Context: an optimization exercise on an open-source flow, tuned for small area, a short achievable clock period and few clock cycles. The choices shown serve that exercise and are no tape-out recipe.
No functional check of the RTL was part of any run shown here.
No activity file was given, so power comes from the tool's default toggle rates.

**design.v**
```verilog
module its_block (
    input  wire         clk,
    input  wire         rst,         
    input  wire         req_valid,
    output wire         req_ready,
    input  wire [31:0]  req_word,    
    output reg          resp_valid,
    output wire [31:0]  resp_word,   
    output wire [191:0] rec,         
    input  wire         tick,
    input  wire [3:0]   ch_pins,
    output wire         mem_rd,
    output wire [9:0]   mem_addr,
    input  wire [7:0]   mem_rdata
);
    localparam [7:0] OP_NOP      = 8'h00, OP_TMASK  = 8'h01, OP_TUNMASK = 8'h02,
                     OP_ERRRD    = 8'h03, OP_ERRCLR = 8'h04, OP_STATRD  = 8'h05,
                     OP_CRCCLR   = 8'h10, OP_CRCBYTE = 8'h11, OP_CRCRD  = 8'h12,
                     OP_CRCCHAN  = 8'h13, OP_CRCMSG = 8'h14, OP_CRCCMPC = 8'h15,
                     OP_CRCCMPM  = 8'h16, OP_MSGCHK = 8'h17,
                     OP_LDW      = 8'h20, OP_LDM    = 8'h21, OP_LDE     = 8'h22,
                     OP_RDW      = 8'h23, OP_RDM    = 8'h24, OP_RDE     = 8'h25,
                     OP_TINIT    = 8'h26, OP_ARMM   = 8'h27, OP_EDGE    = 8'h28,
                     OP_SELIDX   = 8'h30, OP_SELACT = 8'h31, OP_SELNEXT = 8'h32,
                     OP_CHLATCH  = 8'h33, OP_CHCMD  = 8'h34, OP_CHRD    = 8'h35;
    function [15:0] crc_step;
        input [15:0] c;
        input [7:0]  b;
        integer k;
        reg [15:0] t;
        begin
            t = c ^ {b, 8'h00};
            for (k = 0; k < 8; k = k + 1)
                t = t[15] ? ((t << 1) ^ 16'h1021) : (t << 1);
            crc_step = t;
        end
    endfunction
    function [9:0] r5_addr;
        input [3:0] c;
        begin
            r5_addr = {c, 4'b0} + {1'b0, c, 3'b0} + 10'd20;
        end
    endfunction
    function [3:0] mod12;
        input [7:0] i;
        reg [2:0] s;
        reg [1:0] m;
        begin
            s = (i[3:2] == 2'd3 ? 3'd0 : {1'b0, i[3:2]}) +
                (i[5:4] == 2'd3 ? 3'd0 : {1'b0, i[5:4]}) +
                (i[7:6] == 2'd3 ? 3'd0 : {1'b0, i[7:6]});
            case (s)
                3'd0, 3'd3, 3'd6: m = 2'd0;
                3'd1, 3'd4:       m = 2'd1;
                default:          m = 2'd2;
            endcase
            mod12 = {m, i[1:0]};
        end
    endfunction
    reg [15:0] crc_acc;
    reg        err_flag;
    reg        msg_valid;
    reg [15:0] wait_t;
    reg [15:0] msg_t;
    reg [15:0] elem_t;
    reg [15:0] elem_rl;
    reg [15:0] dly_rl;
    reg        edge_flag;
    reg        tick_mask;
    reg        tick_pending;
    reg [3:0]  ch_base;
    reg [3:0]  ch_delta;
    reg        reload_req;
    wire [3:0] ch_active = ch_base + ch_delta;
    wire [15:0] chrd     = {3'd0, reload_req, ch_active, ch_delta, ch_base};
    reg        rdy;
    reg        go;           
    reg [31:0] w;            
    reg [3:0]  pins;
    assign req_ready = rdy;
    reg [1:0]  r_st;
    reg [1:0]  r_aux;
    reg [15:0] rv;
    assign resp_word = {6'd0, r_st, 6'd0, r_aux, rv};
    reg        rd;
    reg [9:0]  addr;
    reg [1:0]  tg0;
    reg        rv1;
    reg [9:0]  a1;
    reg [1:0]  tg1;
    reg        dv;
    reg [9:0]  a2;
    reg [1:0]  tg2;
    reg [7:0]  md;
    reg [7:0]  prev;
    assign mem_rd   = rd;
    assign mem_addr = addr;
    reg [191:0] sr;
    assign rec = {sr[159:0], sr[191:160]};
    reg        seq;          
    reg        fin;          
    reg        sel0;         
    reg        last1;        
    reg        m_chan, m_msg, m_hdr, m_sel, m_cmp, m_init;
    reg [9:0]  sp;           
    reg        hs;           
    reg        gx;           
    reg        ff;           
    reg        fb, e_fl, dok;
    reg [3:0]  sel_c;
    reg [15:0] work;         
    wire [7:0]  op = w[31:24];
    wire [7:0]  qa = w[23:16];
    wire [15:0] qv = w[15:0];
    reg known, uses_a, uses_v;
    always @* begin
        uses_a = (op == OP_CRCBYTE) || (op == OP_SELIDX) || (op == OP_CHCMD);
        uses_v = (op == OP_CRCCMPC) || (op == OP_CRCCMPM) || (op == OP_LDW) ||
                 (op == OP_LDM) || (op == OP_LDE);
        known  = (op <= 8'h05) ||
                 (op >= 8'h10 && op <= 8'h17) ||
                 (op >= 8'h20 && op <= 8'h28) ||
                 (op >= 8'h30 && op <= 8'h35);
    end
    wire legal = known && (uses_a || qa == 8'h00) && (uses_v || qv == 16'h0000);
    wire [3:0] cmd_code = qa[7:4];
    wire [3:0] cmd_k    = qa[3:0];
    wire [3:0] act1 = ch_active + 4'd1;
    reg  [3:0] sel_i;
    always @* begin
        case (op[1:0])
            2'd0:    sel_i = mod12(qa);
            2'd1:    sel_i = mod12({4'd0, ch_active});
            default: sel_i = mod12({4'd0, act1});
        endcase
    end
    wire [15:0] crc_byte = crc_step(crc_acc, qa);
    reg        b_store;      
    reg [1:0]  b_st, b_aux;
    reg [15:0] b_val;
    always @* begin
        b_store = 1'b0;
        b_st    = 2'd0;
        b_aux   = 2'd0;
        b_val   = 16'd0;
        if (!legal) begin
            b_st = 2'd3;
        end else begin
            case (op)
            OP_TUNMASK: b_val = {15'd0, tick_pending};
            OP_ERRRD,
            OP_ERRCLR:  b_val = {15'd0, err_flag};
            OP_STATRD:  b_val = {4'd0, ch_active, (msg_t == 16'd0), (wait_t == 16'd0),
                                 tick_pending, tick_mask, reload_req, msg_valid,
                                 err_flag, edge_flag};
            OP_CRCBYTE: b_val = crc_byte;
            OP_CRCRD:   b_val = crc_acc;
            OP_CRCCHAN, OP_CRCCMPC, OP_CRCMSG, OP_CRCCMPM, OP_MSGCHK, OP_TINIT,
            OP_SELIDX, OP_SELACT, OP_SELNEXT:
                        b_store = 1'b1;
            OP_LDW, OP_LDM, OP_LDE:
                        b_val = qv;
            OP_RDW:     b_val = wait_t;
            OP_RDM:     b_val = msg_t;
            OP_RDE:     b_val = elem_t;
            OP_ARMM:    b_val = dly_rl;
            OP_EDGE:    b_val = {15'd0, edge_flag};
            OP_CHLATCH: b_val = {3'd0, 1'b1, pins + ch_delta, ch_delta, pins};
            OP_CHCMD: begin
                case (cmd_code)
                4'hC: begin
                    b_aux = 2'd3;
                    b_val = {3'd0, 1'b1, cmd_k, 4'd0, cmd_k};
                end
                4'hB: begin
                    b_aux = 2'd3;
                    b_val = {3'd0, 1'b1, ch_base + ch_delta + cmd_k, ch_delta + cmd_k, ch_base};
                end
                4'h9: begin
                    if (ch_delta > cmd_k) begin
                        b_aux = 2'd3;
                        b_val = {3'd0, 1'b1, ch_base, 4'd0, ch_base};
                    end else begin
                        b_aux = 2'd1;
                        b_val = chrd;
                    end
                end
                default: b_val = chrd;
                endcase
            end
            OP_CHRD:    b_val = chrd;
            default: ;
            endcase
        end
    end
    wire        tick_do = tick & ~tick_mask;
    wire [15:0] wait_d  = (wait_t != 16'd0) ? wait_t - 16'd1 : 16'd0;
    wire [15:0] msg_d   = (msg_t  != 16'd0) ? msg_t  - 16'd1 : 16'd0;
    wire        e_fire  = (elem_t[15:1] == 15'd0);
    wire [15:0] elem_d  = e_fire ? elem_rl : elem_t - 16'd1;
    wire [15:0] crc_md   = crc_step(work, md);
    wire        c_act    = seq && dv;
    wire        md_ff    = (md == 8'hFF);
    wire        md_esc   = (md == 8'h18);
    wire        md_f     = (md[7:4] == 4'hF);
    wire        sel_empty = ff && md_ff;
    wire        hit      = (a2 >= 10'd303) && (prev == 8'h18) && md_f;
    wire        scan     = c_act && m_hdr && (tg2 == 2'd1);
    wire        chk_f    = scan && md_f;                         
    wire        chk_e    = scan && md_esc && (a2 != 10'd541);    
    wire        chk_req  = chk_f || chk_e;
    wire [9:0]  chk_addr = chk_f ? {a2[9:1], 1'b0} : a2 + 10'd1;
    wire        found    = c_act && m_hdr &&
                           ((tg2 == 2'd2 && md_esc) || (tg2 == 2'd3 && md_f));
    wire [7:0]  found_len = a2[7:0] - ((tg2 == 2'd2) ? 8'h1E : 8'h1F);
    wire        hdr_none = seq && m_hdr && gx && !rd && !rv1 && !dv;
    wire        hdr_end  = found || hdr_none;
    wire        chan_end = c_act && m_chan && (a2 == 10'd287);
    wire        msg_end  = c_act && m_msg && (hit || a2 == 10'd541);
    wire        crc_ok   = chan_end || (msg_end && hit);     
    wire        seq_end  = chan_end || msg_end || hdr_end;
    wire        sel_fb   = c_act && m_sel && (tg2 == 2'd2) && sel_empty && !fb &&
                           (sel_c != 4'd0);
    reg [1:0]  f_st, f_aux;
    reg [15:0] f_val;
    always @* begin
        f_st  = 2'd0;
        f_aux = 2'd0;
        f_val = crc_md;
        if (fin) begin
            f_val = crc_acc;
            f_st  = {1'b0, crc_acc != qv};
        end else if (last1) begin
            f_aux = {e_fl, fb};
            f_val = {4'd0, sel_c, 4'd0, fb ? 4'd0 : sel_c};
        end else if (m_hdr) begin
            f_st  = (found && dok) ? 2'd0 : 2'd2;
            f_aux = {dok, found};
            f_val = m_init ? w[31:16] : (found ? {8'd0, found_len} : 16'd0);
        end else if (!crc_ok) begin
            f_st  = 2'd2;
            f_val = 16'd0;
        end
    end
    wire f_resp = fin || last1 || (seq_end && !(crc_ok && m_cmp));
    always @(posedge clk) begin
        md <= mem_rdata;
        sr <= {sr[183:0], mem_rdata};
        a1 <= addr;
        a2 <= a1;
        tg1 <= tg0;
        tg2 <= tg1;
        work <= (c_act && (m_chan || m_msg)) ? crc_md : 16'd0;
        if (go) begin
            r_st  <= b_st;
            r_aux <= b_aux;
            rv    <= b_val;
        end else begin
            r_st  <= f_st;
            r_aux <= f_aux;
            rv    <= f_val;
        end
    end
    always @(posedge clk) begin
        if (rdy) begin
            w    <= req_word;
            pins <= ch_pins;
        end
        addr <= addr + 10'd1;
        if (rst) begin
            crc_acc      <= 16'd0;
            err_flag     <= 1'b0;
            msg_valid    <= 1'b0;
            wait_t       <= 16'd0;
            msg_t        <= 16'd0;
            elem_t       <= 16'd0;
            elem_rl      <= 16'd0;
            dly_rl       <= 16'd0;
            edge_flag    <= 1'b0;
            tick_mask    <= 1'b1;
            tick_pending <= 1'b0;
            ch_base      <= 4'd0;
            ch_delta     <= 4'd0;
            reload_req   <= 1'b1;
            rdy          <= 1'b1;
            go           <= 1'b0;
            resp_valid   <= 1'b0;
            rd           <= 1'b0;
            rv1          <= 1'b0;
            dv           <= 1'b0;
            seq          <= 1'b0;
            fin          <= 1'b0;
            sel0         <= 1'b0;
            last1        <= 1'b0;
        end else begin
            go    <= rdy && req_valid;
            if (rdy && req_valid)
                rdy <= 1'b0;
            rv1   <= rd;
            dv    <= rv1;
            fin   <= 1'b0;
            sel0  <= 1'b0;
            last1 <= 1'b0;
            resp_valid <= (go && !(legal && b_store)) || f_resp;
            if ((go && !(legal && b_store)) || f_resp)
                rdy <= 1'b1;
            if (go && legal) begin
                m_chan <= 1'b0; m_msg <= 1'b0; m_hdr <= 1'b0; m_sel <= 1'b0;
                m_cmp  <= (op == OP_CRCCMPC) || (op == OP_CRCCMPM);
                m_init <= (op == OP_TINIT);
                tg0    <= 2'd0;
                hs     <= 1'b0;
                gx     <= 1'b0;
                sel_c  <= sel_i;
                case (op)
                OP_TMASK: tick_mask <= 1'b1;
                OP_TUNMASK: begin
                    tick_mask <= 1'b0;
                    if (tick_pending) begin
                        tick_pending <= 1'b0;
                        wait_t <= wait_d;
                        msg_t  <= msg_d;
                        elem_t <= elem_d;
                        if (e_fire) edge_flag <= 1'b1;
                    end
                end
                OP_ERRCLR: err_flag <= 1'b0;
                OP_CRCCLR: crc_acc <= 16'd0;
                OP_CRCBYTE: crc_acc <= crc_byte;
                OP_CRCCHAN, OP_CRCCMPC: begin
                    seq <= 1'b1; rd <= 1'b1; addr <= 10'd0; m_chan <= 1'b1;
                end
                OP_CRCMSG, OP_CRCCMPM: begin
                    seq <= 1'b1; rd <= 1'b1; addr <= 10'd288; m_msg <= 1'b1;
                end
                OP_MSGCHK, OP_TINIT: begin
                    seq <= 1'b1; rd <= 1'b1; addr <= 10'd290; m_hdr <= 1'b1;
                    sp  <= 10'd291;
                end
                OP_LDW: wait_t <= qv;
                OP_LDM: msg_t  <= qv;
                OP_LDE: begin elem_rl <= qv; elem_t <= qv; end
                OP_ARMM: msg_t <= dly_rl;
                OP_EDGE: edge_flag <= 1'b0;
                OP_SELIDX, OP_SELACT, OP_SELNEXT: begin
                    seq <= 1'b1; sel0 <= 1'b1; m_sel <= 1'b1;
                    if (op == OP_SELACT) reload_req <= 1'b0;
                end
                OP_CHLATCH: begin
                    ch_base    <= pins;
                    reload_req <= 1'b1;
                end
                OP_CHCMD: begin
                    case (cmd_code)
                    4'hC: begin
                        ch_base    <= cmd_k;
                        ch_delta   <= 4'd0;
                        reload_req <= 1'b1;
                    end
                    4'hB: begin
                        ch_delta   <= ch_delta + cmd_k;
                        reload_req <= 1'b1;
                    end
                    4'h9: begin
                        if (ch_delta > cmd_k) begin
                            ch_delta   <= 4'd0;
                            reload_req <= 1'b1;
                        end
                    end
                    default: ;
                    endcase
                end
                default: ;
                endcase
            end
            if (sel0) begin
                rd   <= 1'b1;
                addr <= r5_addr(sel_c);
                tg0  <= 2'd1;
                sp   <= 10'd0;
                ff   <= 1'b1;
                fb   <= 1'b0;
            end
            if (seq && rd && (m_chan || m_msg)) begin
                if (m_chan ? (addr == 10'd287) : (addr == 10'd541))
                    rd <= 1'b0;
            end
            if (seq && rd && m_sel) begin
                sp   <= sp + 10'd1;
                if (sp[4:0] == 5'd3)
                    addr <= addr - 10'd23;
                tg0  <= (sp[4:0] == 5'd0 || sp[4:0] == 5'd1) ? 2'd1 :
                        (sp[4:0] == 5'd2) ? 2'd2 : 2'd0;
                if (sp[4:0] == 5'd23) begin
                    rd    <= 1'b0;
                    last1 <= 1'b1;
                end
            end
            if (seq && m_hdr) begin
                if (chk_req) begin
                    rd   <= 1'b1;
                    addr <= chk_addr;
                    tg0  <= chk_f ? 2'd2 : 2'd3;
                end else if (!gx) begin
                    rd   <= 1'b1;
                    addr <= sp;
                    tg0  <= hs ? 2'd1 : 2'd0;
                    sp   <= hs ? sp + 10'd2 : ((sp == 10'd293) ? 10'd303 : sp + 10'd1);
                    if (sp == 10'd293) hs <= 1'b1;
                    if (sp == 10'd541) gx <= 1'b1;
                end else begin
                    rd   <= 1'b0;
                end
            end
            if (c_act) begin
                prev <= md;
                if (m_hdr && tg2 == 2'd0) begin
                    if (!a2[2]) begin
                        w[31:16] <= {w[23:16], md};
                        if (a2[0])
                            dok <= !(w[23:16] == 8'hFF && md_ff);
                    end else
                        w[15:0] <= {w[7:0], md};
                end
                if (m_sel && tg2 != 2'd0) begin
                    ff <= sel_empty;
                    if (tg2 == 2'd2) begin
                        e_fl <= sel_empty;
                        if (sel_empty) fb <= 1'b1;
                    end
                end
            end
            if (sel_fb) begin
                addr <= 10'd20;
                tg0  <= 2'd1;
                sp   <= 10'd0;
                rd   <= 1'b1;
                ff   <= 1'b1;
                rv1  <= 1'b0;
                dv   <= 1'b0;
            end
            if (seq_end) begin
                seq <= 1'b0;
                rd  <= 1'b0;
                rv1 <= 1'b0;
                dv  <= 1'b0;
                if (crc_ok) begin
                    crc_acc <= crc_md;
                    if (m_cmp) fin <= 1'b1;
                end
                if (m_msg && !hit && m_cmp)
                    err_flag <= 1'b1;
                if (m_hdr) begin
                    msg_valid <= found && dok;
                    if (m_init && found && dok) begin
                        elem_rl   <= w[31:16];
                        elem_t    <= w[31:16];
                        dly_rl    <= w[15:0];
                        edge_flag <= 1'b0;
                    end
                end
            end
            if (fin && crc_acc != qv)
                err_flag <= 1'b1;
            if (last1) begin
                seq <= 1'b0;
                rv1 <= 1'b0;
                dv  <= 1'b0;
            end
            if (tick_do) begin
                wait_t <= wait_d;
                msg_t  <= msg_d;
                elem_t <= elem_d;
                if (e_fire) edge_flag <= 1'b1;
            end
            if (tick && tick_mask)
                tick_pending <= 1'b1;
        end
    end
endmodule
```
**flow/run.sh**
```bash
#!/bin/bash
# Standard ORFS layout (the standard.sh), with timing repair aiming below the clock period.
set -euo pipefail
bash standard.sh SETUP_SLACK_MARGIN=7.0 finish > standard_finish.log 2>&1
```
**standard.sh**
```bash
#!/bin/bash
# synth_recipe.tcl (not shown) runs the flow's synth.tcl, then flattens the netlist and writes it again
# the make line also repeats each setting of config.mk as NAME=value (left out here)
make -C /OpenROAD-flow-scripts/flow DESIGN_CONFIG=/design/flow/config.mk WORK_HOME=/design/flow/orfs CLKGATE_MAP_FILE= SYNTH_SCRIPT=/design/flow/synth_recipe.tcl "${@:-finish}"
```
**config.mk**
```make
export PLATFORM = sky130hd
export DESIGN_NAME = its_block
export DESIGN_NICKNAME = its_block
export VERILOG_FILES = /design/flow/design.v
export SDC_FILE = /design/flow/constraint.sdc
export NUM_CORES = 4
export LEC_CHECK = 0
export CAP_MARGIN = 20
export CORE_MARGIN = 2
export CORE_UTILIZATION = 40
export SLEW_MARGIN = 20
```
**constraint.sdc**
```tcl
create_clock -name core_clock -period 10.0 [get_ports {clk}]
set_input_delay 2.0000 -clock core_clock [delete_from_list [all_inputs] [get_ports {clk}]]
set_output_delay 2.0000 -clock core_clock [all_outputs]
set_load 0.01 [all_outputs]
```
==> results of run 1 <==
## cells in the mapped netlist (21+ instances only)
cell type | n | area, um2
dfxtp_1 | 414 | 8290
nand2_1 | 225 | 845
a21oi_1 | 183 | 916
nor2_1 | 181 | 679
clkbuf_1 | 154 | 578
o21ai_0 | 143 | 716
nor3_1 | 73 | 365
nand3_1 | 68 | 340
a211oi_1 | 62 | 465
xnor2_1 | 59 | 517
xor2_1 | 56 | 490
mux2i_1 | 49 | 490
inv_1 | 44 | 165
edfxtp_1 | 40 | 1200
ha_1 | 38 | 475
and3_1 | 35 | 219
a22oi_1 | 32 | 240
nor4_1 | 26 | 163
o31ai_1 | 25 | 188
nand4_1 | 24 | 150
a222oi_1 | 22 | 220
or3_1 | 22 | 138
a21o_1 | 21 | 158
## state kept, by name, indices dropped and copies added (netlist names), 4 cells and up
register  flops
elem_rl      16
a2           10
ch_base       4
sp           10
dly_rl       16
pins          4
work         16
rv           16
prev          8
w            32
elem_t       16
sr          192
a1           10
addr         10
sel_c         4
crc_acc      16
ch_delta      4
msg_t        16
wait_t       16
## timing repair
| action | CTS | global route |
|---|---|---|
| hold buffers | 0 | 0 |
| gates resized for setup | 1471 | 60 |
| setup endpoints to repair | 424 | 353 |
| pin swaps | 18 | 8 |
| buffers inserted | 74 | 18 |
| cloned | 7 | 0 |
## stage by stage
step | instances | hold slack (ns) | setup slack (ns) | utilization | area (um2)
after global placement | 3141 | 0.314 | 5.68 | 0.467 | 23900
final | 3332 | 0.327 | 6.82 | 0.539 | 27600
after detailed placement | 3142 | 0.312 | 5.62 | 0.467 | 23900
after global routing | 3332 | 0.331 | 6.79 | 0.539 | 27600
after CTS | 3314 | 0.325 | 6.71 | 0.532 | 27200
after floorplan | 2329 | 0.310 | 6.77 | - | 20800
## cells by family after synthesis
kind of cell               count (synthesis)  synth area share
other                                      1          0.000182
muxes                                     52            0.0254
buffers and inverters                    229            0.0453
and+or+nand+nor                          762             0.181
xor gates and xnor gates                 115            0.0488
AOI/OAI and AO/OA                        660             0.209
adders and majority gates                 45            0.0298
DFF                                      454             0.460
## worst max-delay path: stages (launching register included)
cell     delay [ns]
dfxtp_2        0.33
buf_6          0.12
buf_6          0.11
## where the power goes
group / switching, mW / internal, mW / leakage [nW]
Clock: 0.803 / 1.16 / 0.880
Sequential: 0.133 / 1.96 / 3.83
Combinational: 0.382 / 0.304 / 6.09
## worst max-delay path by stage
stage,slack (ns),to,cells after the start
floorplan,6.77,msg_t[11],9
global placement,5.68,wait_t[10],7
detailed placement,5.62,wait_t[10],7
CTS,6.71,rec[35],1
global route,6.79,rec[39],2
finish,6.82,rec[37],2
## layout make-up
type                       count  share of cell area
multi-input combinational   1650               0.391
sequential                   454               0.356
timing repair buffer         411               0.151
clock buffer                  66              0.0523
tap                          680              0.0308
clock inverter                25              0.0124
inverter                      46             0.00639
## layer usage
metal | vias to the layer above | GRT usage | part of all wire
li1 | 9043 | - | -
met1 | 9675 | 0.397 | 0.39
met2 | 1273 | 0.506 | 0.45
met3 | 303 | 0.0662 | 0.094
met4 | 4 | 0.174 | 0.060
met5 | - | 0.00919 | 0.00096
## layout by cell type, fill, tap and decap left out, types with 22 or more instances in the layout
cell type / instances
nand4_1: 24
a211oi_1: 59
o31ai_1: 24
nor4_1: 23
nand2_1: 221
nand3_1: 63
buf_4: 117
a22oi_1: 32
a222oi_1: 22
inv_1: 43
edfxtp_1: 40
o21ai_0: 129
ha_1: 37
and3_1: 33
xor2_1: 55
buf_6: 227
clkbuf_16: 52
clkdlybuf4s50_1: 45
nor3_1: 68
nor2_1: 167
dfxtp_2: 202
xnor2_1: 58
dfxtp_1: 191
a21oi_1: 179
mux2i_1: 49
==> results.py, run 1 <==
metrics = {
    "clock_network": {
        "cts_buffer_depth": 3,
        "root_buffer": "clkbuf_16",
        "clk_pin_slew_worst_paths_ns": 0.06,
        "clock_latency_ns": 0.62,
        "cts_sinks": 454,
        "cts_max_level": 2,
        "cts_buffers": 50,
        "cts_tree": "done",
    },
    "sta": {
        "max_freq_mhz": 315,
        "rsz0062_at_grt": "yes",
        "fin_skew_ns": 0.0246,
        "relSlewSlack": 0.378,
        "setup_viol": 0,
        "drv_slew": 0,
        "hold_violations": 0,
        "fin_setup_tns_ns": 0,
        "tightest_slew_ns": 0.926,
        "period_needed_ns": 3.18,
        "fin_crit_sh": 0.318,
    },
    "worst_setup_path": {
        "worstRegToRegCells": 11,
        "start_kind": "flop",
        "endpoint_kind": "output port",
        "worstSetupPathType": "flop to output port",
        "r2r_setup_slack_ns": 6.92,
        "cp-startpoint": "sr[5]",
        "crit_fanout": 2,
        "r2r_end": "rv[12]",
        "required_ns": 8.00,
        "worstPathArrival_ns": 1.18,
        "rr_startpoint": "sr[4]",
    },
    "power_and_ir_drop": {
        "p_leak_nw": 10.8,
        "powerDensity_nw_per_um2": 172,
        "vdd_drop_max_mv": 0.132,
        "p_total_mw": 4.73,
    },
    "floorplan": {
        "die_h_um": 231,
        "die_x_um": 231,
        "rows": 83,
        "core_um2": 51200,
        "fp.dieArea_um2": 53400,
        "io_pins": 285,
        "start_util": 0.403,
    },
    "synth": {
        "syn_avg_cell_area_um2": 8.90,
        "async_flop_share": 0,
        "yosysSeqAreaShare": 0.460,
        "ys_ff_latch": 454,
        "synth_edf_count": 40,
        "ys.flop_type": "dfxtp_1",
        "synthCells": 2318,
        "yosys_warnings": 1,
        "syn_area_um2": 20600,
        "post_synth_num_cell_types": 84,
    },
    "drt": {
        "drcViolationCount": 0,
        "wirelength_um": 87300,
        "drtIter0Drc": 2409,
        "postRouteAntennaNets": 0,
        "drt_first_pass_iters": 7,
        "dr_total_vias": 20300,
        "routed_via_density": 6.09,
        "wl_per_cell_um": 26.2,
    },
    "layout": {
        "seqCellArea_um2": 9820,
        "area_delta_synth_final_pct": 33.7,
        "filler_cell_count": 4613,
        "layout-drive-gt1-share": 0.296,
        "multi_input_area_um2": 10800,
        "antenna_cells": 0,
        "fin_nets": 2706,
    },
    "global_route": {
        "grt_pass1_vias": 19100,
        "grt_max_degree": 72,
        "grt_usage": 0.316,
        "antenna_found_initial": 1,
        "overflow": 0,
        "grt_pass1_wl_um": 127000,
    },
    "placed_design": {
        "gp_congestion": 1.02,
        "dp_hpwl_um": 60900,
        "port_buffers": 272,
    },
    "min_path": {
        "hold_class": "flop to flop",
        "min_to": "a2[9]",
        "whs_path_depth": 0,
        "hp-start": "a1[9]",
    },
    "run_status": {
        "status": "timing/DRC/antenna clean",
    },
    "job": {
        "drv_cap": 0,
    },
}
==> run 2: changes to the inputs <==
==> flow/run.sh (replaced) <==
#!/bin/bash
# Standard ORFS layout (the standard.sh), with timing repair aiming below the clock
# period and small port buffers.
set -euo pipefail
bash standard.sh SETUP_SLACK_MARGIN=6.5 'BUFFER_PORTS_ARGS=-buffer_cell sky130_fd_sc_hd__buf_2' finish > standard_finish.log 2>&1
--- a/config.mk
+++ b/config.mk
@@ -10,2 +10,4 @@
 export CORE_UTILIZATION = 40
+export CTS_CLUSTER_DIAMETER = 80
+export CTS_CLUSTER_SIZE = 30
 export SLEW_MARGIN = 20
==> run 2 against run 1 <==
Effect of this change: sequential cell count did not move; clock skew grew 0.017 ns; via count shrank 3.3%; die area stayed put; hold slack improved by 0.0034 ns; routed wire length fell by 6.7%; worst setup slack worse by 0.29 ns; utilization shrank 7.7 points; total power fell by 18%; final cell count shrank 4.1%; critical endpoint is now rec[35]; largest cell class unchanged.
==> results.py, run 2 <==
metrics = {
    "global_route": {
        "grt_pass1_wl_um": 120000,
        "overflow": 0,
        "grt_max_degree": 63,
        "antenna_found_initial": 0,
        "grt_usage": 0.293,
        "grt_pass1_vias": 18300,
    },
    "worst_setup_path": {
        "path_cells": "buf_2",
        "cpPeakStageDelay_ns": 0.62,
        "required_ns": 8.00,
        "endpoint_kind": "output port",
        "worstRegToRegCells": 8,
        "crit_fanout": 9,
        "critical-path-top-delay-family": "flip-flops",
        "worstPathArrival_ns": 1.47,
        "crit_path_top_delay_cell": "dfxtp_2",
        "start_kind": "flop",
        "crit_buf_inv": 1,
        "path_depth": 1,
        "worstSetupPathType": "flop to output port",
    },
    "placed_design": {
        "gp_congestion": 0.996,
        "port_buffers": 272,
        "dp_hpwl_um": 59500,
    },
    "synth": {
        "syn_area_um2": 20600,
        "synth_top_area_frac": 0.402,
        "yosys_warnings": 1,
        "post_synth_num_cell_types": 84,
        "synth_top_family_by_area": "compound AO/OA/AOI/OAI gates",
        "synth.most_common_cell": "dfxtp_1",
        "synth.area.mux_share": 0.0254,
        "yosys-top-cells-area": "dfxtp_1, edfxtp_1, a21oi_1, nand2_1, o21ai_0",
        "synth_xor_area_frac": 0.0488,
        "synth_compound_area_frac": 0.209,
        "synthCells": 2318,
        "synth_adder_area_share": 0.0298,
        "synthSimpleGateAreaFrac": 0.181,
        "async_flop_share": 0,
        "ys_ff_latch": 454,
        "yosysSeqAreaShare": 0.460,
        "syn_avg_cell_area_um2": 8.90,
        "synth_edf_count": 40,
        "synth_area_leader_cell": "dfxtp_1",
        "synth_commonest_cells": "dfxtp_1, nand2_1, a21oi_1",
        "ys.flop_type": "dfxtp_1",
    },
    "layout": {
        "final_cell_mix": "dfxtp_1, buf_2, nand2_1, a21oi_1, nor2_1",
        "mostFrequentLayoutCell": "dfxtp_1",
        "reg_top3": "sr: 192 flops, w: 32 flops",
        "largest_reg_flops": 192,
        "fin_nets": 2595,
        "filler_cell_count": 4975,
        "top_register": "sr",
        "final_util": 0.462,
        "area_delta_synth_final_pct": 14.7,
        "layout-drive-gt1-share": 0.173,
        "antenna_cells": 0,
        "multi_input_area_um2": 10400,
        "seqCellArea_um2": 9490,
    },
    "drt": {
        "drtIter0Drc": 2484,
        "dr_total_vias": 19600,
        "drcViolationCount": 0,
        "drt_first_pass_iters": 7,
        "wl_per_cell_um": 25.5,
        "postRouteAntennaNets": 0,
        "wirelength_um": 81400,
        "routed_via_density": 6.14,
    },
    "min_path": {
        "whs_path_depth": 0,
        "hold_class": "flop to flop",
    },
    "power_and_ir_drop": {
        "powerDensity_nw_per_um2": 164,
        "vdd_drop_max_mv": 0.154,
        "p_leak_nw": 9.38,
        "p_total_mw": 3.89,
    },
    "floorplan": {
        "rows": 83,
        "core_um2": 51200,
        "die_x_um": 231,
        "io_pins": 285,
        "fp.dieArea_um2": 53400,
        "start_util": 0.403,
        "die_h_um": 231,
    },
    "clock_network": {
        "cts_sinks": 454,
        "hold_buffers": 0,
        "root_buffer": "clkbuf_16",
        "clock_latency_ns": 0.63,
        "cts_tree": "done",
        "cts_max_level": 1,
        "cts_buffers": 27,
        "clk_pin_slew_worst_paths_ns": 0.11,
        "cts_buffer_depth": 3,
    },
    "sta": {
        "period_needed_ns": 3.47,
        "fin_skew_ns": 0.0416,
        "setup_viol": 0,
        "drv_slew": 0,
        "fin_crit_sh": 0.347,
        "max_freq_mhz": 288,
        "relSlewSlack": 0.205,
        "hold_violations": 0,
        "tightest_slew_ns": 1.19,
        "rsz0062_at_grt": "yes",
        "fin_setup_tns_ns": 0,
    },
    "job": {
        "drv_cap": 0,
    },
    "run_status": {
        "status": "timing/DRC/antenna clean",
    },
}
## run 2: worst paths after layout
path              startpoint  slack, ns      end
setup reg to reg       w[31]       6.59  addr[8]
hold reg to reg        a1[1]       0.33    a2[1]
setup / recovery       sr[3]       6.53  rec[35]
hold / removal         a1[1]       0.33    a2[1]
## run 2: layer usage
metal / up-vias / wire (um) / global-route usage
met5: - / 0 / 0
met2: 1164 / 37000 / 0.474
met3: 212 / 7820 / 0.0523
met1: 9466 / 33400 / 0.392
li1: 8782 / - / -
met4: 0 / 3200 / 0.104
## run 2: layout make-up
type | instances | area share
Multi-Input combinational cell | 1646 | 0.440
Sequential cell | 454 | 0.401
Timing Repair Buffer | 327 | 0.0759
Tap cell | 680 | 0.0359
Clock buffer | 28 | 0.0287
Clock inverter | 16 | 0.0106
Inverter | 46 | 0.00730
## run 2: through the flow
step | cells | setup slack (ns) | instance area (um2) | hold slack [ns]
2_1_floorplan | 2329 | 6.55 | 20700 | 0.310
3_3_place_gp | 3146 | 5.70 | 22500 | 0.312
5_1_grt | 3197 | 6.47 | 23700 | 0.320
6_report | 3197 | 6.53 | 23700 | 0.330
4_1_cts | 3190 | 6.51 | 23500 | 0.314
3_5_place_dp | 3146 | 5.63 | 22500 | 0.315
## run 2: what timing repair did
| item | 4_1_cts | 5_1_grt |
|---|---|---|
| pin swaps | 0 | 2 |
| gates resized for setup | 21 | 18 |
| buffers inserted | 0 | 7 |
| endpoints found under the setup margin | 132 | 123 |
## run 2: cell families after synthesis
family                     count (synthesis)
and+or+nand+nor                          762
adders and majority gates                 45
buffers and inverters                    229
xor gates and xnor gates                 115
DFF                                      454
AOI/OAI and AO/OA                        660
other                                      1
muxes                                     52
## run 2: report_power, final
part	switching, mW	total (mW)	internal, mW
Combinational	0.332	0.529	0.197
Sequential	0.143	2.08	1.94
Clock	0.731	1.28	0.546
Total	1.21	3.89	2.68
==> run 3: changes to the inputs <==
--- a/design.v
+++ b/design.v
@@ -93,4 +93,4 @@
     reg [1:0]  tg2;
-    reg [7:0]  md;
-    reg [7:0]  prev;
+    wire [7:0] md   = sr[7:0];      
+    wire [7:0] prev = sr[15:8];     
     assign mem_rd   = rd;
@@ -110,3 +110,2 @@
     reg [3:0]  sel_c;
-    reg [15:0] work;         
     wire [7:0]  op = w[31:24];
@@ -136,3 +135,3 @@
     end
-    wire [15:0] crc_byte = crc_step(crc_acc, qa);
+    wire [15:0] crc_out = go ? crc_step(crc_acc, qa) : crc_step(rv, md);
     reg        b_store;      
@@ -155,3 +154,3 @@
                                  err_flag, edge_flag};
-            OP_CRCBYTE: b_val = crc_byte;
+            OP_CRCBYTE: b_val = crc_out;
             OP_CRCRD:   b_val = crc_acc;
@@ -200,3 +199,2 @@
     wire [15:0] elem_d  = e_fire ? elem_rl : elem_t - 16'd1;
-    wire [15:0] crc_md   = crc_step(work, md);
     wire        c_act    = seq && dv;
@@ -228,3 +226,3 @@
         f_aux = 2'd0;
-        f_val = crc_md;
+        f_val = 16'd0;
         if (fin) begin
@@ -239,5 +237,6 @@
             f_val = m_init ? w[31:16] : (found ? {8'd0, found_len} : 16'd0);
-        end else if (!crc_ok) begin
+        end else if (msg_end && !hit) begin
             f_st  = 2'd2;
-            f_val = 16'd0;
+        end else if (c_act) begin
+            f_val = crc_out;
         end
@@ -246,3 +245,2 @@
     always @(posedge clk) begin
-        md <= mem_rdata;
         sr <= {sr[183:0], mem_rdata};
@@ -252,3 +250,2 @@
         tg2 <= tg1;
-        work <= (c_act && (m_chan || m_msg)) ? crc_md : 16'd0;
         if (go) begin
@@ -328,3 +325,3 @@
                 OP_CRCCLR: crc_acc <= 16'd0;
-                OP_CRCBYTE: crc_acc <= crc_byte;
+                OP_CRCBYTE: crc_acc <= crc_out;
                 OP_CRCCHAN, OP_CRCCMPC: begin
@@ -415,3 +412,2 @@
             if (c_act) begin
-                prev <= md;
                 if (m_hdr && tg2 == 2'd0) begin
@@ -447,3 +443,3 @@
                 if (crc_ok) begin
-                    crc_acc <= crc_md;
+                    crc_acc <= crc_out;
                     if (m_cmp) fin <= 1'b1;
==> flow/run.sh (replaced) <==
#!/bin/bash
# Standard ORFS layout (the standard.sh), with timing repair aiming below the clock period.
set -euo pipefail
bash standard.sh SETUP_SLACK_MARGIN=7.0 finish > standard_finish.log 2>&1
--- a/config.mk
+++ b/config.mk
@@ -10,4 +10,2 @@
 export CORE_UTILIZATION = 40
-export CTS_CLUSTER_DIAMETER = 80
-export CTS_CLUSTER_SIZE = 30
 export SLEW_MARGIN = 20
==> run 3 against run 2 <==
Effect of this change: still clean; sequential share of layout area fell by 6.3 points; sequential cell count decreased by 24; routed wire length grew 9.6%; synthesized cell count fell by 4.3%; total power up 20%; utilization up 9.9 points; combinational power is 35% higher; clock skew down 0.014 ns; worst setup slack improved by 0.26 ns; hold slack got worse by 0.0037 ns; largest power group is now the clock network.
==> results.py, run 3 <==
metrics = {
    "sta": {
        "fin_setup_tns_ns": 0,
        "max_freq_mhz": 312,
        "timing.hold.ws_ns": 0.326,
        "worst_slack_ns": 6.79,
        "hold_violations": 0,
        "fin_skew_ns": 0.0271,
        "relSlewSlack": 0.245,
        "drv_slew": 0,
        "rsz0062_at_grt": "yes",
        "tightest_slew_ns": 1.13,
        "fin_crit_sh": 0.321,
        "setup_viol": 0,
        "period_needed_ns": 3.21,
    },
    "worst_setup_path": {
        "path_cells": "buf_12 -> buf_6",
        "r2r_setup_slack_ns": 6.94,
        "worstRegToRegCells": 9,
        "r2r_end": "msg_valid",
        "worstSetupPathType": "flop to output port",
        "cpPeakStageDelay_ns": 0.35,
        "crit_buf_inv": 2,
        "rr_startpoint": "sr[5]",
        "required_ns": 8.00,
        "critical-path-top-delay-family": "flip-flops",
        "crit_path_top_delay_cell": "dfxtp_4",
        "crit_fanout": 2,
        "endpoint_kind": "output port",
        "worstPathArrival_ns": 1.21,
        "start_kind": "flop",
    },
    "drt": {
        "drtIter0Drc": 2497,
        "postRouteAntennaNets": 0,
        "routed_via_density": 6.14,
        "wl_per_cell_um": 27.1,
        "wirelength_um": 89200,
        "dr_total_vias": 20200,
        "drcViolationCount": 0,
        "drt_first_pass_iters": 11,
    },
    "min_path": {
        "hp-start": "a1[6]",
        "hold_class": "flop to flop",
        "min_to": "a2[6]",
        "whs_path_depth": 0,
    },
    "layout": {
        "antenna_cells": 0,
        "top_register": "sr",
        "filler_cell_count": 4329,
        "layout-drive-gt1-share": 0.323,
        "reg_top3": "sr: 192 flops, w: 32 flops",
        "mostFrequentLayoutCell": "buf_6",
        "seqCellArea_um2": 9280,
        "area_delta_synth_final_pct": 38.6,
        "largest_reg_flops": 192,
        "final_util": 0.561,
        "multi_input_area_um2": 10500,
        "final_cell_mix": "buf_6, nand2_1, dfxtp_2, a21oi_1, dfxtp_1",
        "fin_nets": 2683,
    },
    "synth": {
        "synth.area.mux_share": 0.0302,
        "synth_compound_area_frac": 0.215,
        "synth_top_family_by_area": "compound AO/OA/AOI/OAI gates",
        "synth_xor_area_frac": 0.0562,
        "yosys-top-cells-area": "dfxtp_1, edfxtp_1, a21oi_1, nand2_1, o21ai_0",
        "synth_adder_area_share": 0.0311,
        "ys.flop_type": "dfxtp_1",
        "synth_edf_count": 32,
        "synth.most_common_cell": "dfxtp_1",
        "synth_area_leader_cell": "dfxtp_1",
        "syn_avg_cell_area_um2": 8.93,
        "synthCells": 2219,
        "synth_top_area_frac": 0.402,
        "synth_commonest_cells": "dfxtp_1, nand2_1, a21oi_1",
        "yosys_warnings": 1,
        "post_synth_num_cell_types": 88,
        "syn_area_um2": 19800,
        "yosysSeqAreaShare": 0.451,
        "ys_ff_latch": 430,
        "async_flop_share": 0,
        "synthSimpleGateAreaFrac": 0.171,
    },
    "power_and_ir_drop": {
        "powerDensity_nw_per_um2": 170,
        "vdd_drop_max_mv": 0.125,
        "p_comb_frac": 0.153,
        "p_int_mw": 3.36,
        "p_total_mw": 4.66,
        "switchingPower_mw": 1.30,
        "clockPowerShare": 0.429,
        "p_seq_frac": 0.418,
        "p_sw_frac": 0.278,
        "p_leak_nw": 11.0,
    },
    "floorplan": {
        "die_h_um": 227,
        "core_um2": 49000,
        "rows": 81,
        "io_pins": 285,
        "fp.dieArea_um2": 51300,
        "start_util": 0.405,
        "die_x_um": 227,
    },
    "clock_network": {
        "cts_buffers": 48,
        "root_buffer": "clkbuf_16",
        "cts_max_level": 2,
        "cts_sinks": 430,
        "clock_latency_ns": 0.62,
        "clk_pin_slew_worst_paths_ns": 0.06,
        "cts_tree": "done",
        "cts_buffer_depth": 3,
    },
    "global_route": {
        "grtUsageMet1": 0.423,
        "met2_usage": 0.534,
        "antenna_found_initial": 0,
        "use_met3": 0.0570,
        "grt_usage": 0.329,
        "grt_max_degree": 61,
        "grt_pass1_wl_um": 125000,
        "grt_pass1_vias": 18600,
        "globalRoute.busiestLayer": "met2",
        "overflow": 0,
    },
    "placed_design": {
        "pre_cts_ws_ns": 5.31,
        "port_buffers": 272,
        "gp_congestion": 0.980,
        "dp_hpwl_um": 59600,
    },
    "job": {
        "drv_cap": 0,
    },
    "run_status": {
        "status": "timing/DRC/antenna clean",
    },
}
-- run 3: cell types whose count changed in the layout (fill, tap and decap cells not counted), moves of 27 or more --
cell,delta
dfxtp_2,+193
clkbuf_16,+27
buf_2,-263
dfxtp_4,+29
clkdlybuf4s50_1,+45
dfxtp_1,-238
buf_6,+226
buf_4,+117
-- run 3: cell families (layout without fill, tap and decap cells) --
family / count (synthesis) / after routing
AOI/OAI and AO/OA: 641 / 643
xor gates and xnor gates: 127 / 127
adders and majority gates: 45 / 45
buffers and inverters: 222 / 616
DFF: 430 / 430
muxes: 59 / 59
other: 1 / 12
and+or+nand+nor: 694 / 698
-- run 3: per-layer routing --
layer	share of wire	up-vias
li1	-	8830
met1	0.39	9808
met2	0.45	1288
met3	0.093	288
met4	0.058	0
met5	0	-
-- run 3: area by class of cell --
cell class,count,area share
Tap cell,664,0.0303
Multi-Input combinational cell,1584,0.383
Clock buffer,56,0.0467
Inverter,54,0.00766
Clock inverter,34,0.0185
Timing Repair Buffer,472,0.175
Sequential cell,430,0.338
-- run 3: power groups by stage --
stage | Combinational [mW] | Sequential [mW] | Clock (mW)
2_1_floorplan | 0.313 | 1.94 | 0
6_report | 0.712 | 1.95 | 2.00
3_5_place_dp | 0.575 | 1.98 | 0
5_1_grt | 0.746 | 1.96 | 2.09
4_1_cts | 0.668 | 1.94 | 2.02
3_3_place_gp | 0.574 | 1.98 | 0
-- run 3: how the worst max path moves through the flow --
stage                     from        end  slack, ns  depth (start not counted)
after floorplan            rst    addr[4]       7.00                          6
after global placement     rst      w[22]       5.39                          6
after detailed placement   rst      w[18]       5.31                          6
after CTS                  rdy  req_ready       6.76                          2
after global routing       rdy  req_ready       6.76                          2
final                      rdy  req_ready       6.79                          2
-- run 3: what timing repair did --
action | in CTS | in global routing
gates resized for setup | 1472 | 83
setup buffers | 99 | 40
gates cloned | 5 | 9
setup endpoints to repair | 423 | 354
pin swaps | 12 | 13
hold buffers | 0 | 0
-- run 3: worst reg2reg max path: cells and delay by family, from the launching register on --
kind / cells / cell delay [ns]
buffers and inverters: 2 / 0.27
AO/OA/AOI/OAI: 4 / 1.23
flip-flops: 1 / 0.39
AND/OR/NAND/NOR: 3 / 1.01
-- run 3: through the flow --
step | cells | cell area, um2
4_1_cts | 3245 | 26700
2_1_floorplan | 2230 | 20000
3_5_place_dp | 3051 | 23200
3_3_place_gp | 3051 | 23200
5_1_grt | 3294 | 27500
6_report | 3294 | 27500
==> run 4: changes to the inputs <==
--- a/design.v
+++ b/design.v
@@ -266,2 +266,72 @@
         addr <= addr + 10'd1;
+        if (go && legal) begin
+            m_chan <= (op == OP_CRCCHAN) || (op == OP_CRCCMPC);
+            m_msg  <= (op == OP_CRCMSG) || (op == OP_CRCCMPM);
+            m_hdr  <= (op == OP_MSGCHK) || (op == OP_TINIT);
+            m_sel  <= (op == OP_SELIDX) || (op == OP_SELACT) || (op == OP_SELNEXT);
+            m_cmp  <= (op == OP_CRCCMPC) || (op == OP_CRCCMPM);
+            m_init <= (op == OP_TINIT);
+            tg0    <= 2'd0;
+            hs     <= 1'b0;
+            gx     <= 1'b0;
+            sel_c  <= sel_i;
+            sp     <= 10'd291;
+            case (op)
+            OP_CRCCHAN, OP_CRCCMPC: addr <= 10'd0;
+            OP_CRCMSG, OP_CRCCMPM:  addr <= 10'd288;
+            OP_MSGCHK, OP_TINIT:    addr <= 10'd290;
+            default: ;
+            endcase
+        end
+        if (sel0) begin
+            addr <= r5_addr(sel_c);
+            tg0  <= 2'd1;
+            sp   <= 10'd0;
+            ff   <= 1'b1;
+            fb   <= 1'b0;
+        end
+        if (seq && rd && m_sel) begin
+            sp   <= sp + 10'd1;
+            if (sp[4:0] == 5'd3)
+                addr <= addr - 10'd23;
+            tg0  <= (sp[4:0] == 5'd0 || sp[4:0] == 5'd1) ? 2'd1 :
+                    (sp[4:0] == 5'd2) ? 2'd2 : 2'd0;
+        end
+        if (seq && m_hdr) begin
+            if (chk_req) begin
+                addr <= chk_addr;
+                tg0  <= chk_f ? 2'd2 : 2'd3;
+            end else if (!gx) begin
+                addr <= sp;
+                tg0  <= hs ? 2'd1 : 2'd0;
+                sp   <= hs ? sp + 10'd2 : ((sp == 10'd293) ? 10'd303 : sp + 10'd1);
+                if (sp == 10'd293) hs <= 1'b1;
+                if (sp == 10'd541) gx <= 1'b1;
+            end
+        end
+        if (c_act) begin
+            if (m_hdr && tg2 == 2'd0) begin
+                if (!a2[2]) begin
+                    w[31:16] <= {w[23:16], md};
+                    if (a2[0])
+                        dok <= !(w[23:16] == 8'hFF && md_ff);
+                end else
+                    w[15:0] <= {w[7:0], md};
+            end
+            if (m_sel && tg2 != 2'd0) begin
+                ff <= sel_empty;
+                if (tg2 == 2'd2) begin
+                    e_fl <= sel_empty;
+                    if (sel_empty) fb <= 1'b1;
+                end
+            end
+        end
+        if (sel_fb) begin
+            addr <= 10'd20;
+            tg0  <= 2'd1;
+            sp   <= 10'd0;
+            ff   <= 1'b1;
+        end
+    end
+    always @(posedge clk) begin
         if (rst) begin
@@ -304,9 +374,2 @@
             if (go && legal) begin
-                m_chan <= 1'b0; m_msg <= 1'b0; m_hdr <= 1'b0; m_sel <= 1'b0;
-                m_cmp  <= (op == OP_CRCCMPC) || (op == OP_CRCCMPM);
-                m_init <= (op == OP_TINIT);
-                tg0    <= 2'd0;
-                hs     <= 1'b0;
-                gx     <= 1'b0;
-                sel_c  <= sel_i;
                 case (op)
@@ -326,11 +389,4 @@
                 OP_CRCBYTE: crc_acc <= crc_out;
-                OP_CRCCHAN, OP_CRCCMPC: begin
-                    seq <= 1'b1; rd <= 1'b1; addr <= 10'd0; m_chan <= 1'b1;
-                end
-                OP_CRCMSG, OP_CRCCMPM: begin
-                    seq <= 1'b1; rd <= 1'b1; addr <= 10'd288; m_msg <= 1'b1;
-                end
-                OP_MSGCHK, OP_TINIT: begin
-                    seq <= 1'b1; rd <= 1'b1; addr <= 10'd290; m_hdr <= 1'b1;
-                    sp  <= 10'd291;
+                OP_CRCCHAN, OP_CRCCMPC, OP_CRCMSG, OP_CRCCMPM, OP_MSGCHK, OP_TINIT: begin
+                    seq <= 1'b1; rd <= 1'b1;
                 end
@@ -342,3 +398,3 @@
                 OP_SELIDX, OP_SELACT, OP_SELNEXT: begin
-                    seq <= 1'b1; sel0 <= 1'b1; m_sel <= 1'b1;
+                    seq <= 1'b1; sel0 <= 1'b1;
                     if (op == OP_SELACT) reload_req <= 1'b0;
@@ -372,10 +428,4 @@
             end
-            if (sel0) begin
-                rd   <= 1'b1;
-                addr <= r5_addr(sel_c);
-                tg0  <= 2'd1;
-                sp   <= 10'd0;
-                ff   <= 1'b1;
-                fb   <= 1'b0;
-            end
+            if (sel0)
+                rd <= 1'b1;
             if (seq && rd && (m_chan || m_msg)) begin
@@ -384,52 +434,10 @@
             end
-            if (seq && rd && m_sel) begin
-                sp   <= sp + 10'd1;
-                if (sp[4:0] == 5'd3)
-                    addr <= addr - 10'd23;
-                tg0  <= (sp[4:0] == 5'd0 || sp[4:0] == 5'd1) ? 2'd1 :
-                        (sp[4:0] == 5'd2) ? 2'd2 : 2'd0;
-                if (sp[4:0] == 5'd23) begin
-                    rd    <= 1'b0;
-                    last1 <= 1'b1;
-                end
-            end
-            if (seq && m_hdr) begin
-                if (chk_req) begin
-                    rd   <= 1'b1;
-                    addr <= chk_addr;
-                    tg0  <= chk_f ? 2'd2 : 2'd3;
-                end else if (!gx) begin
-                    rd   <= 1'b1;
-                    addr <= sp;
-                    tg0  <= hs ? 2'd1 : 2'd0;
-                    sp   <= hs ? sp + 10'd2 : ((sp == 10'd293) ? 10'd303 : sp + 10'd1);
-                    if (sp == 10'd293) hs <= 1'b1;
-                    if (sp == 10'd541) gx <= 1'b1;
-                end else begin
-                    rd   <= 1'b0;
-                end
-            end
-            if (c_act) begin
-                if (m_hdr && tg2 == 2'd0) begin
-                    if (!a2[2]) begin
-                        w[31:16] <= {w[23:16], md};
-                        if (a2[0])
-                            dok <= !(w[23:16] == 8'hFF && md_ff);
-                    end else
-                        w[15:0] <= {w[7:0], md};
-                end
-                if (m_sel && tg2 != 2'd0) begin
-                    ff <= sel_empty;
-                    if (tg2 == 2'd2) begin
-                        e_fl <= sel_empty;
-                        if (sel_empty) fb <= 1'b1;
-                    end
-                end
+            if (seq && rd && m_sel && sp[4:0] == 5'd23) begin
+                rd    <= 1'b0;
+                last1 <= 1'b1;
             end
+            if (seq && m_hdr)
+                rd <= chk_req || !gx;
             if (sel_fb) begin
-                addr <= 10'd20;
-                tg0  <= 2'd1;
-                sp   <= 10'd0;
                 rd   <= 1'b1;
-                ff   <= 1'b1;
                 rv1  <= 1'b0;
==> flow/run.sh (replaced) <==
#!/bin/bash
# Standard ORFS layout (the standard.sh), with timing repair aiming below the clock
# period and small port buffers.
set -euo pipefail
bash standard.sh SETUP_SLACK_MARGIN=7.0 'BUFFER_PORTS_ARGS=-buffer_cell sky130_fd_sc_hd__buf_2' finish > standard_finish.log 2>&1
--- a/config.mk
+++ b/config.mk
@@ -10,2 +10,4 @@
 export CORE_UTILIZATION = 40
+export CTS_CLUSTER_DIAMETER = 80
+export CTS_CLUSTER_SIZE = 30
 export SLEW_MARGIN = 20
==> run 4 against run 3 <==
Effect of this change: via count decreased by 0.77%; highest routed layer is now met5; routed wire length decreased by 1.6%; design area decreased by 4.8%; synthesized cell count increased by 1.5%; first-iteration DRC count increased by 4.2%.
==> results.py, run 4 <==
metrics = {
    "synth": {
        "yosys_warnings": 1,
        "ys_ff_latch": 430,
        "async_flop_share": 0,
        "post_synth_num_cell_types": 94,
        "syn_avg_cell_area_um2": 8.84,
        "ys.flop_type": "dfxtp_1",
        "synth_area_leader_cell": "dfxtp_1",
        "synth_edf_count": 16,
        "yosysSeqAreaShare": 0.440,
        "syn_area_um2": 19900,
        "synth_top_area_frac": 0.416,
        "synthCells": 2252,
        "yosys-top-cells-area": "dfxtp_1, nand2_1, o21ai_0, a21oi_1, clkbuf_1",
        "synth.most_common_cell": "dfxtp_1",
        "synth_commonest_cells": "dfxtp_1, nand2_1, o21ai_0",
    },
    "global_route": {
        "grt_max_degree": 74,
        "grt_usage": 0.324,
        "grt_pass1_wl_um": 125000,
        "grt_pass1_vias": 18700,
        "overflow": 0,
        "antenna_found_initial": 2,
    },
    "power_and_ir_drop": {
        "vdd_drop_max_mv": 0.119,
        "p_sw_frac": 0.305,
        "clockPowerShare": 0.351,
        "p_leak_nw": 10.4,
        "p_int_mw": 2.61,
        "p_comb_frac": 0.150,
        "powerDensity_nw_per_um2": 144,
        "p_seq_frac": 0.499,
        "switchingPower_mw": 1.15,
    },
    "floorplan": {
        "die_x_um": 227,
        "start_util": 0.406,
        "rows": 81,
        "die_h_um": 227,
        "io_pins": 285,
        "fp.dieArea_um2": 51600,
        "core_um2": 49100,
    },
    "sta": {
        "fin_crit_sh": 0.320,
        "fin_skew_ns": 0.0209,
        "period_needed_ns": 3.20,
        "rsz0062_at_grt": "yes",
        "tightest_slew_ns": 1.05,
        "fin_setup_tns_ns": 0,
        "drv_slew": 0,
        "relSlewSlack": 0.300,
        "setup_viol": 0,
        "hold_violations": 0,
        "max_freq_mhz": 312,
    },
    "layout": {
        "filler_cell_count": 4363,
        "fin_area_um2": 26100,
        "largest_reg_flops": 192,
        "area_delta_synth_final_pct": 31.2,
        "final_cell_mix": "nand2_1, buf_6, dfxtp_2, dfxtp_1, buf_4",
        "layout-drive-gt1-share": 0.321,
        "top_register": "sr",
        "reg_top3": "sr: 192 flops, w: 32 flops",
        "fin_nets": 2642,
        "mostFrequentLayoutCell": "nand2_1",
        "antenna_cells": 0,
        "fin_cells": 3230,
    },
    "clock_network": {
        "cts_buffer_depth": 3,
        "clock_latency_ns": 0.62,
        "cts_tree": "done",
        "root_buffer": "clkbuf_16",
        "cts_buffers": 27,
        "cts_sinks": 430,
        "cts_max_level": 1,
        "hold_buffers": 0,
        "clk_pin_slew_worst_paths_ns": 0.11,
    },
    "drt": {
        "postRouteAntennaNets": 0,
        "drt_first_pass_iters": 12,
        "routed_via_density": 6.21,
        "drtIter0Drc": 2603,
        "drcViolationCount": 0,
        "wirelength_um": 87800,
        "wl_per_cell_um": 27.2,
        "dr_total_vias": 20100,
    },
    "worst_setup_path": {
        "start_kind": "flop",
        "required_ns": 8.00,
        "crit_fanout": 2,
        "worstPathArrival_ns": 1.20,
        "worstSetupPathType": "flop to output port",
        "endpoint_kind": "output port",
    },
    "placed_design": {
        "dp_hpwl_um": 58700,
        "gp_congestion": 0.990,
        "port_buffers": 272,
        "dp_cells": 3054,
        "placed_area_um2": 21800,
    },
    "min_path": {
        "hold_class": "flop to flop",
    },
    "run_status": {
        "status": "timing/DRC/antenna clean",
    },
    "job": {
        "drv_cap": 0,
    },
}
run 4: per-stage QoR:
stage	hold slack [ns]	util	total power, mW	worst slack (ns)
floorplan	0.310	-	2.11	6.61
global placement	0.312	0.444	2.32	5.56
detailed placement	0.312	0.444	2.32	5.50
CTS	0.332	0.520	3.71	6.79
global route	0.320	0.533	3.85	6.78
finish	0.322	0.533	3.75	6.80
run 4: final timing paths:
kind / from / endpoint / slack, ns / depth (start not counted)
min reg2reg: a1[2] / a2[2] / 0.32 / 0
min: a1[2] / a2[2] / 0.32 / 0
max reg2reg: w[15] / addr[6] / 6.87 / 9
max: rdy / req_ready / 6.80 / 2
run 4: kinds of logic (layout without fill, tap and decap cells):
logic type / after synthesis / after routing / share of synthesized area
other: 1 / 12 / 0.000188
buffers and inverters: 237 / 537 / 0.0503
xor gates and xnor gates: 117 / 117 / 0.0515
AOI/OAI and AO/OA: 644 / 644 / 0.217
and+or+nand+nor: 726 / 729 / 0.184
adders and majority gates: 45 / 45 / 0.0309
muxes: 52 / 52 / 0.0263
DFF: 430 / 430 / 0.440
run 4: area by class of cell:
type | instances | area [um2] | share of cell area
clock buffers | 28 | 701 | 0.0268
clock inverters | 18 | 300 | 0.0115
inverters | 46 | 185 | 0.00709
multi-input cells | 1599 | 10700 | 0.409
flip-flops and latches | 430 | 9150 | 0.350
well taps | 664 | 831 | 0.0318
repair buffers | 445 | 4270 | 0.163
run 4: routing by layer:
| layer | vias up | track usage | wire, um |
|---|---|---|---|
| met5 | - | 0 | 15 |
| met4 | 2 | 0.213 | 6730 |
| met3 | 326 | 0.0678 | 8810 |
| met2 | 1299 | 0.518 | 39500 |
| met1 | 9645 | 0.395 | 32700 |
| li1 | 8787 | - | - |
run 4: critical path, stage by stage (launching register included):
cell and delay, ns:
dfxtp_4 0.36, buf_12 0.13, buf_6 0.11
run 4: repair_timing:
item	in CTS	in global routing
cloned	6	0
setup buffers	90	34
endpoints found under the setup margin	378	336
gates resized for setup	555	82
pin swaps	13	10
run 4: power by group through the flow:
| stage | clock [mW] | combinational (mW) | sequential [mW] |
|---|---|---|---|
| floorplan | 0 | 0.223 | 1.88 |
| global placement | 0 | 0.425 | 1.89 |
| detailed placement | 0 | 0.426 | 1.89 |
| CTS | 1.32 | 0.526 | 1.86 |
| global route | 1.39 | 0.583 | 1.88 |
| finish | 1.32 | 0.561 | 1.87 |
==> run 5: changes to the inputs <==
--- a/design.v
+++ b/design.v
@@ -101,3 +101,2 @@
     reg        fin;          
-    reg        sel0;         
     reg        last1;        
@@ -199,2 +198,10 @@
     wire [15:0] elem_d  = e_fire ? elem_rl : elem_t - 16'd1;
+    wire        op_b    = go && legal;
+    wire        op_unm  = op_b && (op == OP_TUNMASK);
+    wire        op_ldw  = op_b && (op == OP_LDW);
+    wire        op_ldm  = op_b && (op == OP_LDM);
+    wire        op_lde  = op_b && (op == OP_LDE);
+    wire        op_armm = op_b && (op == OP_ARMM);
+    wire        op_edge = op_b && (op == OP_EDGE);
+    wire        dlv     = tick_do || (op_unm && tick_pending);
     wire        c_act    = seq && dv;
@@ -219,2 +226,3 @@
     wire        seq_end  = chan_end || msg_end || hdr_end;
+    wire        init_ok  = hdr_end && m_init && found && dok;   
     wire        sel_fb   = c_act && m_sel && (tg2 == 2'd2) && sel_empty && !fb &&
@@ -236,3 +244,3 @@
             f_aux = {dok, found};
-            f_val = m_init ? w[31:16] : (found ? {8'd0, found_len} : 16'd0);
+            f_val = m_init ? qv : (found ? {8'd0, found_len} : 16'd0);
         end else if (msg_end && !hit) begin
@@ -261,3 +269,3 @@
     always @(posedge clk) begin
-        if (rdy) begin
+        if (!(go || seq || fin)) begin
             w    <= req_word;
@@ -282,2 +290,9 @@
             OP_MSGCHK, OP_TINIT:    addr <= 10'd290;
+            OP_SELIDX, OP_SELACT, OP_SELNEXT: begin
+                addr <= r5_addr(sel_i);
+                tg0  <= 2'd1;
+                sp   <= 10'd0;
+                ff   <= 1'b1;
+                fb   <= 1'b0;
+            end
             default: ;
@@ -285,9 +300,2 @@
         end
-        if (sel0) begin
-            addr <= r5_addr(sel_c);
-            tg0  <= 2'd1;
-            sp   <= 10'd0;
-            ff   <= 1'b1;
-            fb   <= 1'b0;
-        end
         if (seq && rd && m_sel) begin
@@ -314,7 +322,7 @@
                 if (!a2[2]) begin
-                    w[31:16] <= {w[23:16], md};
+                    w[15:0] <= {w[7:0], md};
                     if (a2[0])
-                        dok <= !(w[23:16] == 8'hFF && md_ff);
+                        dok <= !(w[7:0] == 8'hFF && md_ff);
                 end else
-                    w[15:0] <= {w[7:0], md};
+                    w[31:16] <= {w[23:16], md};
             end
@@ -359,3 +367,2 @@
             fin          <= 1'b0;
-            sel0         <= 1'b0;
             last1        <= 1'b0;
@@ -368,3 +375,2 @@
             fin   <= 1'b0;
-            sel0  <= 1'b0;
             last1 <= 1'b0;
@@ -376,12 +382,3 @@
                 OP_TMASK: tick_mask <= 1'b1;
-                OP_TUNMASK: begin
-                    tick_mask <= 1'b0;
-                    if (tick_pending) begin
-                        tick_pending <= 1'b0;
-                        wait_t <= wait_d;
-                        msg_t  <= msg_d;
-                        elem_t <= elem_d;
-                        if (e_fire) edge_flag <= 1'b1;
-                    end
-                end
+                OP_TUNMASK: tick_mask <= 1'b0;
                 OP_ERRCLR: err_flag <= 1'b0;
@@ -392,9 +389,4 @@
                 end
-                OP_LDW: wait_t <= qv;
-                OP_LDM: msg_t  <= qv;
-                OP_LDE: begin elem_rl <= qv; elem_t <= qv; end
-                OP_ARMM: msg_t <= dly_rl;
-                OP_EDGE: edge_flag <= 1'b0;
                 OP_SELIDX, OP_SELACT, OP_SELNEXT: begin
-                    seq <= 1'b1; sel0 <= 1'b1;
+                    seq <= 1'b1; rd <= 1'b1;
                     if (op == OP_SELACT) reload_req <= 1'b0;
@@ -428,4 +420,2 @@
             end
-            if (sel0)
-                rd <= 1'b1;
             if (seq && rd && (m_chan || m_msg)) begin
@@ -456,11 +446,4 @@
                     err_flag <= 1'b1;
-                if (m_hdr) begin
+                if (m_hdr)
                     msg_valid <= found && dok;
-                    if (m_init && found && dok) begin
-                        elem_rl   <= w[31:16];
-                        elem_t    <= w[31:16];
-                        dly_rl    <= w[15:0];
-                        edge_flag <= 1'b0;
-                    end
-                end
             end
@@ -473,3 +456,3 @@
             end
-            if (tick_do) begin
+            if (dlv) begin
                 wait_t <= wait_d;
@@ -477,6 +460,24 @@
                 elem_t <= elem_d;
-                if (e_fire) edge_flag <= 1'b1;
-            end
+            end else begin
+                if (op_ldw)
+                    wait_t <= qv;
+                if (op_ldm)
+                    msg_t <= qv;
+                else if (op_armm)
+                    msg_t <= dly_rl;
+                if (op_lde || init_ok)
+                    elem_t <= qv;
+            end
+            if (op_lde || init_ok)
+                elem_rl <= qv;
+            if (init_ok)
+                dly_rl <= w[31:16];
+            if (dlv && e_fire)
+                edge_flag <= 1'b1;
+            else if (op_edge || init_ok)
+                edge_flag <= 1'b0;
             if (tick && tick_mask)
                 tick_pending <= 1'b1;
+            else if (op_unm)
+                tick_pending <= 1'b0;
         end
==> flow/run.sh (replaced) <==
#!/bin/bash
# Standard ORFS layout (the standard.sh), with timing repair aiming below the clock
# period and small port buffers.
set -euo pipefail
bash standard.sh SETUP_SLACK_MARGIN=6.5 'BUFFER_PORTS_ARGS=-buffer_cell sky130_fd_sc_hd__buf_2' finish > standard_finish.log 2>&1
==> run 5 against run 4 <==
Effect of this change: still clean on timing, DRC and antenna; non-clock buffer count down 104; utilization down 5.4 points; clock-buffer cell count up 1; critical path depth up 16; hold slack better by 0.013 ns; worst setup slack worse by 0.32 ns; sequential share of layout area up 3.6 points; first-iteration DRC count down 15%; final cell count down 8.0%; combinational power down 41%; design area down 13%; critical endpoint is now addr[8]; largest power group unchanged.
==> results.py, run 5 <==
metrics = {
    "worst_setup_path": {
        "rr_startpoint": "ch_delta[0]",
        "cp-startpoint": "ch_delta[0]",
        "crit_fanout": 6,
        "endpoint_kind": "flop",
        "start_kind": "flop",
        "required_ns": 10.51,
        "worstSetupPathType": "flop to flop",
    },
    "placed_design": {
        "pre_cts_ws_ns": 5.45,
        "placed_area_um2": 21000,
        "port_buffers": 272,
        "dp_hpwl_um": 55000,
    },
    "power_and_ir_drop": {
        "p_total_mw": 3.60,
        "vdd_drop_max_mv": 0.119,
        "p_leak_nw": 9.17,
        "p_sw_frac": 0.298,
        "powerDensity_nw_per_um2": 158,
        "p_seq_frac": 0.511,
        "clockPowerShare": 0.396,
    },
    "synth": {
        "synth_area_leader_cell": "dfxtp_1",
        "yosys-top-cells-area": "dfxtp_1, a21oi_1, nand2_1, xnor2_1, nor2_1",
        "syn_area_um2": 19200,
        "ys.flop_type": "dfxtp_1",
        "yosys_warnings": 1,
        "synth_commonest_cells": "dfxtp_1, nand2_1, a21oi_1",
        "syn_avg_cell_area_um2": 9.07,
        "async_flop_share": 0,
        "synth_edf_count": 16,
    },
    "drt": {
        "m1WireLength_um": 32400,
        "drt_first_pass_iters": 8,
        "postRouteAntennaNets": 0,
        "top_layer_used": "met5",
        "routed_via_density": 6.05,
        "wl_per_cell_um": 25.5,
        "drtIter0Drc": 2222,
        "dr_wl_met3_um": 7050,
        "drcViolationCount": 0,
    },
    "layout": {
        "top_register": "sr",
        "final_cell_mix": "dfxtp_1, buf_2, nand2_1, a21oi_1, nor2_1",
        "antenna_cells": 0,
        "multi_input_area_um2": 9930,
        "layout-drive-gt1-share": 0.214,
        "filler_cell_count": 4568,
        "fin_nets": 2432,
        "mostFrequentLayoutCell": "dfxtp_1",
    },
    "clock_network": {
        "cts_buffer_depth": 3,
        "cts_max_level": 1,
        "hold_buffers": 0,
        "clk_pin_slew_worst_paths_ns": 0.10,
        "clock_latency_ns": 0.64,
        "root_buffer": "clkbuf_16",
        "cts_buffers": 29,
    },
    "sta": {
        "fin_setup_tns_ns": 0,
        "drv_slew": 0,
        "worst_slack_ns": 6.48,
        "timing.hold.ws_ns": 0.335,
        "rsz0062_at_grt": "yes",
        "setup_viol": 0,
        "max_freq_mhz": 284,
        "period_needed_ns": 3.52,
        "hold_violations": 0,
        "tightest_slew_ns": 1.16,
    },
    "run_status": {
        "status": "timing/DRC/antenna clean",
    },
    "floorplan": {
        "io_pins": 285,
        "fp.dieArea_um2": 49700,
        "rows": 80,
        "die_x_um": 223,
    },
    "global_route": {
        "antenna_found_initial": 3,
        "grt_pass1_vias": 16800,
        "grt_usage": 0.294,
    },
    "job": {
        "drv_cap": 0,
    },
    "min_path": {
        "hold_class": "flop to flop",
    },
}
[run 5: cell types whose count changed in the layout (fill, tap and decap cells not counted), sizes merged, moves of 13 or more]
cell    change
buf       -103
nand2      -53
o21ai      -39
a21oi      +30
a31oi      -21
o31ai      -15
a221oi     +14
nand3      +13
[run 5: metal layers]
metal,vias up,track usage
met5,-,0
met4,4,0.101
met3,153,0.0565
met2,1008,0.466
met1,8715,0.401
li1,8114,-
[run 5: what timing repair did]
| action | CTS | global route |
|---|---|---|
| resized for setup | 55 | 23 |
| gates cloned | 2 | 0 |
| endpoints found under the setup margin | 144 | 31 |
| pin swaps | 19 | 20 |
| buffers inserted | 19 | 12 |
[run 5: through the flow]
step,cells,util
global route,2973,0.478
detailed placement,2891,0.443
CTS,2961,0.474
finish,2973,0.478
global placement,2890,0.442
floorplan,2126,-
[run 5: cell type report]
type / instances / share of cell area
flip-flops and latches: 429 / 0.386
clock buffers: 29 / 0.0319
multi-input cells: 1492 / 0.436
repair inverters: 1 / 0.000220
repair buffers: 341 / 0.0843
well taps: 615 / 0.0338
clock inverters: 20 / 0.0191
inverters: 46 / 0.00798
[run 5: logic make-up after synthesis]
kind of cell / Yosys count / synth area share
AOI/OAI and AO/OA: 573 / 0.202
xor gates and xnor gates: 126 / 0.0576
adders and majority gates: 44 / 0.0315
buffers and inverters: 206 / 0.0454
DFF: 429 / 0.456
muxes: 61 / 0.0323
other: 1 / 0.000196
and+or+nand+nor: 675 / 0.175
[run 5: power groups by stage]
stage          combinational [mW]  clock [mW]  sequential [mW]
2_1_floorplan               0.169           0             1.86
3_3_place_gp                0.294           0             1.88
3_5_place_dp                0.295           0             1.88
4_1_cts                     0.317        1.44             1.84
5_1_grt                     0.350        1.51             1.85
6_report                    0.333        1.42             1.84
[run 5: worst paths after layout]
check / cells past startpoint / end / slack [ns]
setup / recovery: 18 / addr[8] / 6.48
hold / removal: 0 / sr[30] / 0.34
setup reg to reg: 18 / addr[8] / 6.48
hold reg to reg: 0 / sr[30] / 0.34
[run 5: worst max-delay path, cell delays in order, from the launching register on]
cell and delay, ns:
dfxtp_4 0.37, ha_4 0.14, inv_2 0.04, fa_2 0.60, inv_2 0.07, ha_4 0.18
nand2_2 0.06, o21ai_2 0.05, a21o_1 0.18, a32oi_2 0.18, o41ai_2 0.11, buf_4 0.18
ha_4 0.29, ha_4 0.19, a21o_1 0.18, a21oi_2 0.16, o21ai_2 0.09, a221oi_2 0.24
o22ai_1 0.12

Check on run 5: ideal ports give 6.479 ns setup slack; a clkbuf_16 on the clock port and buf_2 on the inputs give 6.479 ns; moving port delays by the midpoint clock arrival (0.678 ns) as well gives 6.039 ns.
